This design comes from an exercise in tuning for small area, a short achievable clock period and few clock cycles per item on the open sky130 flow, not from production work.
Function was checked by simulation only, so behaviour that the tests miss may differ from the original.
No activity file was given, so power comes from the tool's default toggle rates.

==> trial 57: inputs <==
// bpp_codec
module bpp_codec (
    input  wire        clk,
    input  wire        rst,
    input  wire        cmd_valid,
    output wire        cmd_ready,
    input  wire        cmd_unpack,
    input  wire [1:0]  cmd_fam,
    input  wire [5:0]  cmd_bw,
    input  wire [31:0] cmd_init,
    input  wire        in_valid,
    output wire        in_ready,
    input  wire [31:0] in_data,
    output wire        out_valid,
    input  wire        out_ready,
    output wire [31:0] out_data,
    output reg         res_valid,
    output reg  [2:0]  res_err,
    output reg  [5:0]  res_bw,
    output reg  [31:0] res_seed,
    output reg  [7:0]  res_count,
    output reg  [5:0]  res_nrec
);
    localparam T_P = 2'd0;    
    localparam T_U = 2'd1;    
    localparam T_X = 2'd2;    
    function [31:0] lomask;   
        input [5:0] n;
        integer b;
        begin
            for (b = 0; b < 32; b = b + 1) lomask[b] = (b < n);
        end
    endfunction
    reg  [1023:0] ring;
    reg  [4:0]    ph;                  
    wire [31:0]   tap = ring[31:0];
    wire [4:0]    wa  = ph - 5'd1;     
    wire          l2_we;
    reg  [31:0]   l2_d;
    always @(posedge clk) begin
        ring[1023:992] <= ring[31:0];
        ring[991:960]  <= l2_we ? l2_d : ring[1023:992];
        ring[959:0]    <= ring[991:32];
    end
    always @(posedge clk) begin
        if (rst) ph <= 5'd0;
        else     ph <= ph + 5'd1;
    end
    reg [31:0] q0, q1, q2;
    reg [1:0]  qn;
    reg        in_rdy;
    reg        i_valid;
    reg        i_unpack;
    reg [1:0]  i_fam;
    reg [5:0]  i_bw;
    reg [31:0] i_init;
    reg [2:0]  i_err;
    reg [5:0]  i_pu;         
    reg        u_init_pend;  
    reg        cmd_rdy;
    reg        l_valid;
    reg        l_u;
    reg [1:0]  l_fam;
    reg [5:0]  l_bw;         
    reg [5:0]  l_pu;
    reg [5:0]  l_j;
    reg [4:0]  l_p;          
    reg [6:0]  l_need;       
    reg [31:0] v_r;
    reg        lb_valid, lb_first, lb_last, lb_u;
    reg [1:0]  lb_fam;
    reg [5:0]  lb_bw;
    reg [31:0] l_prev;       
  ...
==> flow/config.mk <==
export PLATFORM = sky130hd
export DESIGN_NAME = bpp_codec
export DESIGN_NICKNAME = bpp_codec
export VERILOG_FILES = /design/flow/design.v
export SDC_FILE = /design/flow/constraint.sdc
export NUM_CORES = 4
export LEC_CHECK = 0
export CAP_MARGIN = 20
export CORE_MARGIN = 2
export CORE_UTILIZATION = 40
export SLEW_MARGIN = 20
==> flow/constraint.sdc <==
create_clock -name core_clock -period 11.0 [get_ports {clk}]
set_input_delay 2.2000 -clock core_clock [delete_from_list [all_inputs] [get_ports {clk}]]
set_output_delay 2.2000 -clock core_clock [all_outputs]
set_load 0.01 [all_outputs]
run.sh (not shown) runs the stock make flow with config.mk's settings and CLKGATE_MAP_FILE= SYNTH_SCRIPT=/design/flow/synth_recipe.tcl, a recipe that flattens the netlist after the stock synthesis.
==> build 68: changes against trial 57 <==
--- a/flow/design.v
+++ b/flow/design.v
@@ -68,10 +68,11 @@
     reg [31:0] v_r;
     reg        lb_valid, lb_first, lb_last, lb_u;
     reg [1:0]  lb_fam;
     reg [5:0]  lb_bw;
     reg [31:0] l_prev;       
+    reg        l_subz;       
     reg [31:0] or_acc;
     reg        l_zero;
     reg        l2_valid, l2_first, l2_tag, l2_gap, l2_hit;
     reg [4:0]  l2_addr;
     reg [4:0]  l_base;
@@ -91,11 +92,10 @@
     reg [4:0]  e_addr;
     reg        e_hit;
     reg [5:0]  e_j;
     reg [4:0]  e_p;
     reg [4:0]  e_amt;
-    reg        rd_prev, rd_prev_first;
     reg        b_valid;
     reg [1:0]  b_type;
     reg [1:0]  b_fam;
     reg [5:0]  b_bw;
     reg [2:0]  b_err;
@@ -107,28 +107,27 @@
     reg        o0_full, o0_tok, o0_last;
     reg [31:0] o0_d;
     reg        o1_full, o1_tok, o1_last;
     reg [31:0] o1_d;
     reg        out_vld;
-    reg [1:0]  rp_type;
-    reg [1:0]  rp_fam;
     reg [5:0]  rp_bw;
     reg [2:0]  rp_err;
     reg [31:0] rp_seed;
+    reg [7:0]  rp_count;
+    reg        rp_nrec;
     assign cmd_ready = cmd_rdy;
     wire cmd_fire = cmd_valid & cmd_rdy;
     wire [2:0] cmd_err = (cmd_bw > 6'd32) ? 3'd3 :
                          (cmd_unpack && cmd_bw == 6'd0) ? 3'd4 : 3'd0;
     wire own_l = (l_pu != 6'd0);
     wire own_i = ~own_l & (i_pu != 6'd0);
     assign in_ready = in_rdy;
     wire push = in_valid & in_rdy;
     wire q0v = (qn != 2'd0);
     wire q1v = qn[1];
-    wire live = e_valid & (e_type != T_X) & ~l2_tag & ~rd_prev;
-    assign l2_we = l2_valid & ~live &
-                   (l2_first ? ~(l2_gap & rd_prev_first) : l2_hit);
+    reg  live_r, okf_r;
+    assign l2_we = l2_valid & ~live_r & (l2_first ? okf_r : l2_hit);
     wire lb_fire = lb_valid & (~l2_valid | l2_we) & (~lb_last | ~rn_valid);
     wire        l_span = (l_need > 7'd32);
     wire        l_adv  = l_need[5] | l_need[6];
     wire        l1_fire = l_valid & (l_j != 6'd32) & q0v & (~l_u | ~l_span | q1v) &
                           (~lb_valid | lb_fire);
@@ -144,15 +143,15 @@
                          (l_fam == 2'd1) ? 32'd1 :
                          (l_first ? q0 : v_r);
     wire [31:0] ubase  = (l_fam == 2'd0) ? 32'd0 :
                          (l_fam == 2'd1) ? 32'd1 : i_init;
     wire        famd_b = lb_fam[1];
-    wire [32:0] add_s  = {1'b0, v_r} + {1'b0, l_prev} + {32'd0, ~lb_u};
-    wire        lt     = ~add_s[32];
+    wire [32:0] add_s  = {1'b0, v_r} + {1'b0, l_prev};
+    wire        lt     = ~add_s[32] & ~l_subz;       
     wire [31:0] tf     = (lb_fam == 2'd3) ? {add_s[30:0] ^ {31{lt}}, lt} : add_s[31:0];
     wire [31:0] wd     = lb_u ? add_s[31:0] : ((famd_b & lb_first) ? v_r : tf);
-    wire        zero_fin = (lb_first ? 1'b0 : l_zero) | (~lb_u & (lb_fam == 2'd1) & lt);
+    wire        zero_fin = (lb_first ? 1'b0 : l_zero) | (~lb_u & (lb_fam == 2'd1) & (v_r == 32'd0));
     wire [31:0] sm1 = or_acc | {1'b0, or_acc[31:1]};
     wire [31:0] sm2 = sm1 | {2'b0, sm1[31:2]};
     wire [31:0] sm4 = sm2 | {4'b0, sm2[31:4]};
     wire [31:0] sm8 = sm4 | {8'b0, sm4[31:8]};
     wire [31:0] sm  = sm8 | {16'b0, sm8[31:16]};      
@@ -209,25 +208,34 @@
     wire hand_r  = hand & e_free;                      
     wire hand_n  = hand & ~e_free;                     
     wire rn_to_r = rn_valid & e_free;
     wire e_load  = hand_r | rn_to_r | i_to_r;
     wire [4:0] base_n = rn_to_r ? rn_base : l_base;
+    wire       e_valid_nx = e_load | (e_valid & ~(a_fire & e_last));
+    wire [1:0] e_type_nx  = rn_to_r ? rn_type : hand_r ? h_type : i_to_r ? T_X : e_type;
+    wire       l2_tag_nx  = lb_fire ? hand_r : (rn_to_r | l2_tag);
+    wire       l2_gap_nx  = lb_fire ? (lb_u | (lb_bw == 6'd32)) : l2_gap;
+    wire       live_nx    = e_valid_nx & (e_type_nx != T_X) & ~l2_tag_nx & ~a_fire_r;
+    wire       okf_nx     = ~(l2_gap_nx & a_fire_r & e_first);
     wire [5:0] l_pu_n = l_pu - {5'd0, push & own_l};
     wire [5:0] i_pu_n = i_pu - {5'd0, push & own_i};
     wire       i_valid_n = cmd_fire | (i_valid & ~(i_to_l | i_to_r));
     wire [5:0] i_pu_nx   = cmd_fire ? ((cmd_err != 3'd0) ? 6'd0 : (cmd_unpack ? cmd_bw : 6'd32)) :
                            (i_to_l | i_to_r) ? 6'd0 : i_pu_n;
     wire [5:0] l_pu_nx   = i_to_l ? i_pu_n : l_pu_n;
     wire       uip_n     = (i_to_l & i_unpack) | (u_init_pend & ~(l1_fire & l_u & l_first));
     wire [1:0] qn_pop    = qn - {1'b0, q_pop};
     wire [1:0] qn_n      = qn_pop + {1'b0, push};
-    wire [31:0] qa = q_pop ? q1 : q0;
-    wire [31:0] qb = q_pop ? q2 : q1;
+    wire [31:0] q0_keep = q0v ? q0 : in_data;
+    wire [31:0] q0_pop  = qn[1] ? q1 : in_data;
+    wire [31:0] q1_keep = qn[1] ? q1 : in_data;
+    wire [31:0] q1_pop  = (qn == 2'd3) ? q2 : in_data;
+    wire        q2_hold = (qn == 2'd3);
     always @(posedge clk) begin
-        q0 <= (push && qn_pop == 2'd0) ? in_data : qa;
-        q1 <= (push && qn_pop == 2'd1) ? in_data : qb;
-        q2 <= (push && qn_pop == 2'd2) ? in_data : q2;
+        q0 <= q_pop ? q0_pop : q0_keep;
+        q1 <= q_pop ? q1_pop : q1_keep;
+        q2 <= (q2_hold & ~q_pop) ? q2 : in_data;
         if (cmd_fire) begin
             i_unpack <= cmd_unpack;
             i_fam    <= cmd_fam;
             i_bw     <= cmd_bw;
             i_init   <= cmd_init;
@@ -256,12 +264,14 @@
             l_zero <= zero_fin;
             l2_d   <= wd;
             l2_first <= lb_first;
             l2_gap   <= lb_u | (lb_bw == 6'd32);
         end
-        if (l1_fire & ~l_u)
-            l_prev <= ~psub;
+        if (l1_fire & ~l_u) begin
+            l_prev <= 32'd0 - psub;
+            l_subz <= (psub == 32'd0);
+        end
         else if (l1_fire & l_first)
             l_prev <= ubase;
         else if (lb_fire & lb_u & famd_b)
             l_prev <= add_s[31:0];
         if (l2_we) begin
@@ -316,12 +326,11 @@
             e_auto <= 1'b0;
             e_err  <= i_err;
         end else if (e_valid & ~e_bwv) begin
             e_bw   <= enc_bw;
         end
-        rd_prev       <= a_fire_r;
-        rd_prev_first <= a_fire_r & e_first;
+        okf_r <= okf_nx;
         if (a_fire) begin
             b_type  <= e_type;
             b_fam   <= e_fam;
             b_bw    <= bw_now;
             b_err   <= e_err;
@@ -348,15 +357,16 @@
             o1_d    <= bd;
             o1_tok  <= b_tok;
             o1_last <= b_last;
         end
         if (ins & b_last) begin
-            rp_type <= b_type;
-            rp_fam  <= b_fam;
-            rp_bw   <= (b_type == T_X) ? 6'd0 : b_bw;
-            rp_err  <= b_err;
-            rp_seed <= (b_type == T_P) ? seed_e : 32'd0;
+            rp_bw    <= (b_type == T_X) ? 6'd0 : b_bw;
+            rp_err   <= b_err;
+            rp_seed  <= (b_type == T_P) ? seed_e : 32'd0;
+            rp_count <= (b_type == T_X) ? 8'd0 :
+                        ((b_type == T_U) && (b_fam == 2'd2)) ? 8'd32 : {b_bw, 2'b00};
+            rp_nrec  <= (b_type == T_U) && b_fam[0];
         end
     end
     always @(posedge clk) begin
         if (rst) begin
             qn          <= 2'd0;
@@ -370,10 +380,11 @@
             l_j         <= 6'd0;
             lb_valid    <= 1'b0;
             l2_valid    <= 1'b0;
             l2_tag      <= 1'b0;
             rn_valid    <= 1'b0;
+            live_r      <= 1'b0;
             e_valid     <= 1'b0;
             e_bwv       <= 1'b0;
             b_valid     <= 1'b0;
             o0_full     <= 1'b0;
             o1_full     <= 1'b0;
@@ -406,10 +417,11 @@
                 l2_valid <= 1'b0;
             if (lb_fire)
                 l2_tag <= hand_r;
             else if (rn_to_r)
                 l2_tag <= 1'b1;
+            live_r <= live_nx;
             if (hand_n)
                 rn_valid <= 1'b1;
             else if (rn_to_r)
                 rn_valid <= 1'b0;
             if (e_load) begin
@@ -433,9 +445,9 @@
     end
     always @(*) begin
         res_err   = rp_err;
         res_bw    = rp_bw;
         res_seed  = rp_seed;
-        res_count = ((rp_type == T_U) && (rp_fam == 2'd2)) ? 8'd32 : {rp_bw, 2'b00};
-        res_nrec  = ((rp_type == T_U) && rp_fam[0]) ? 6'd32 : 6'd0;
+        res_count = rp_count;
+        res_nrec  = {rp_nrec, 5'd0};
     end
 endmodule
==> flow/flow/run.sh (new file) <==
#!/bin/bash
set -euo pipefail
export BUFFER_PORTS_ARGS="-buffer_cell sky130_fd_sc_hd__buf_4"
bash standard.sh > flow_make.log 2>&1
==> flow/standard.sh (new file) <==
#!/bin/bash
# synth_recipe.tcl (not shown) runs the flow's synth.tcl, then flattens the netlist and writes it again
# the make line also repeats each setting of config.mk as NAME=value (left out here)
make -C /OpenROAD-flow-scripts/flow DESIGN_CONFIG=/design/flow/config.mk WORK_HOME=/design/flow/orfs CLKGATE_MAP_FILE= SYNTH_SCRIPT=/design/flow/synth_recipe.tcl "${@:-finish}"
removed: flow/run.sh
==> qor summary <==
	build 68	trial 57
Leak pwr	25.23 nW	24.40 nW
Die area	148100 sq um	143000 sq um
Crit path to	v_r[4]	res_count[5]
Clock share of power	0.433	0.436
Type of the worst setup path	register to register	register to output pin
Category of the worst setup path capture point	register	output pin
Non-clock inverter instance count of the final layout	100	85
Xor and xnor area share after synthesis	0.01993	0.02189
First-pass GRT wire length	213.3 mm	184.2 mm
Max rail drop VDD	0.1189 mV	0.1369 mV
Number of cells in the design after placement	6564	6131
Worst Reg-to-Reg Cells	9	12
Flip-flop and latch share of the layout cell area	0.5795	0.5963
Cell area after placement	61050 sq um	59580 sq um
Sequential-to-total area share from yosys stat	0.6678	0.6957
Sequential fraction of design power	0.494	0.496
Multi-input gate area in the final layout	17860 sq um	15890 sq um
Proportion of power drawn by combinational gates	0.073	0.069
Run status	finished clean	finished clean
Testbench counts of trial 57, summed over its fixed seeds: cycles 34,240, blocks 1,024.
Testbench counts of build 68, summed over its fixed seeds: cycles 34,240, blocks 1,024.

==> afterwards: timing with drivers on the ports <==
The flow's constraints put no driver on any port. The routed layouts listed below were extracted and timed again, unchanged, in two steps.
Step 1 (the two cells are an assumption about what drives the block):
set clk [get_ports {clk}]
set_driving_cell -lib_cell sky130_fd_sc_hd__clkbuf_16 $clk
set_driving_cell -lib_cell sky130_fd_sc_hd__buf_2 [delete_from_list [all_inputs] $clk]
Step 2 moves the port delays by t, midway between the first and last clock arrival at a register: inputs arrive t later, outputs are due t later. That takes back most of the time a late clock gives input paths.
a / b / c = ideal / step 1 / step 2; a / b = the first two.
| run | t (ns) | setup slack, ns | worst setup path after step 2 | clock arrival spread, ns | slew at the worst register clock pin (ns) |
|---|---|---|---|---|---|
| trial 57 | 0.851 | 6.015 / 5.943 / 6.109 | input to register | 0.071 / 0.071 | 0.07 / 0.07 |
| build 68 | 0.853 | 6.601 / 6.601 / 6.601 | register to register | 0.051 / 0.051 | 0.07 / 0.07 |
After both steps every run listed still meets setup and hold.
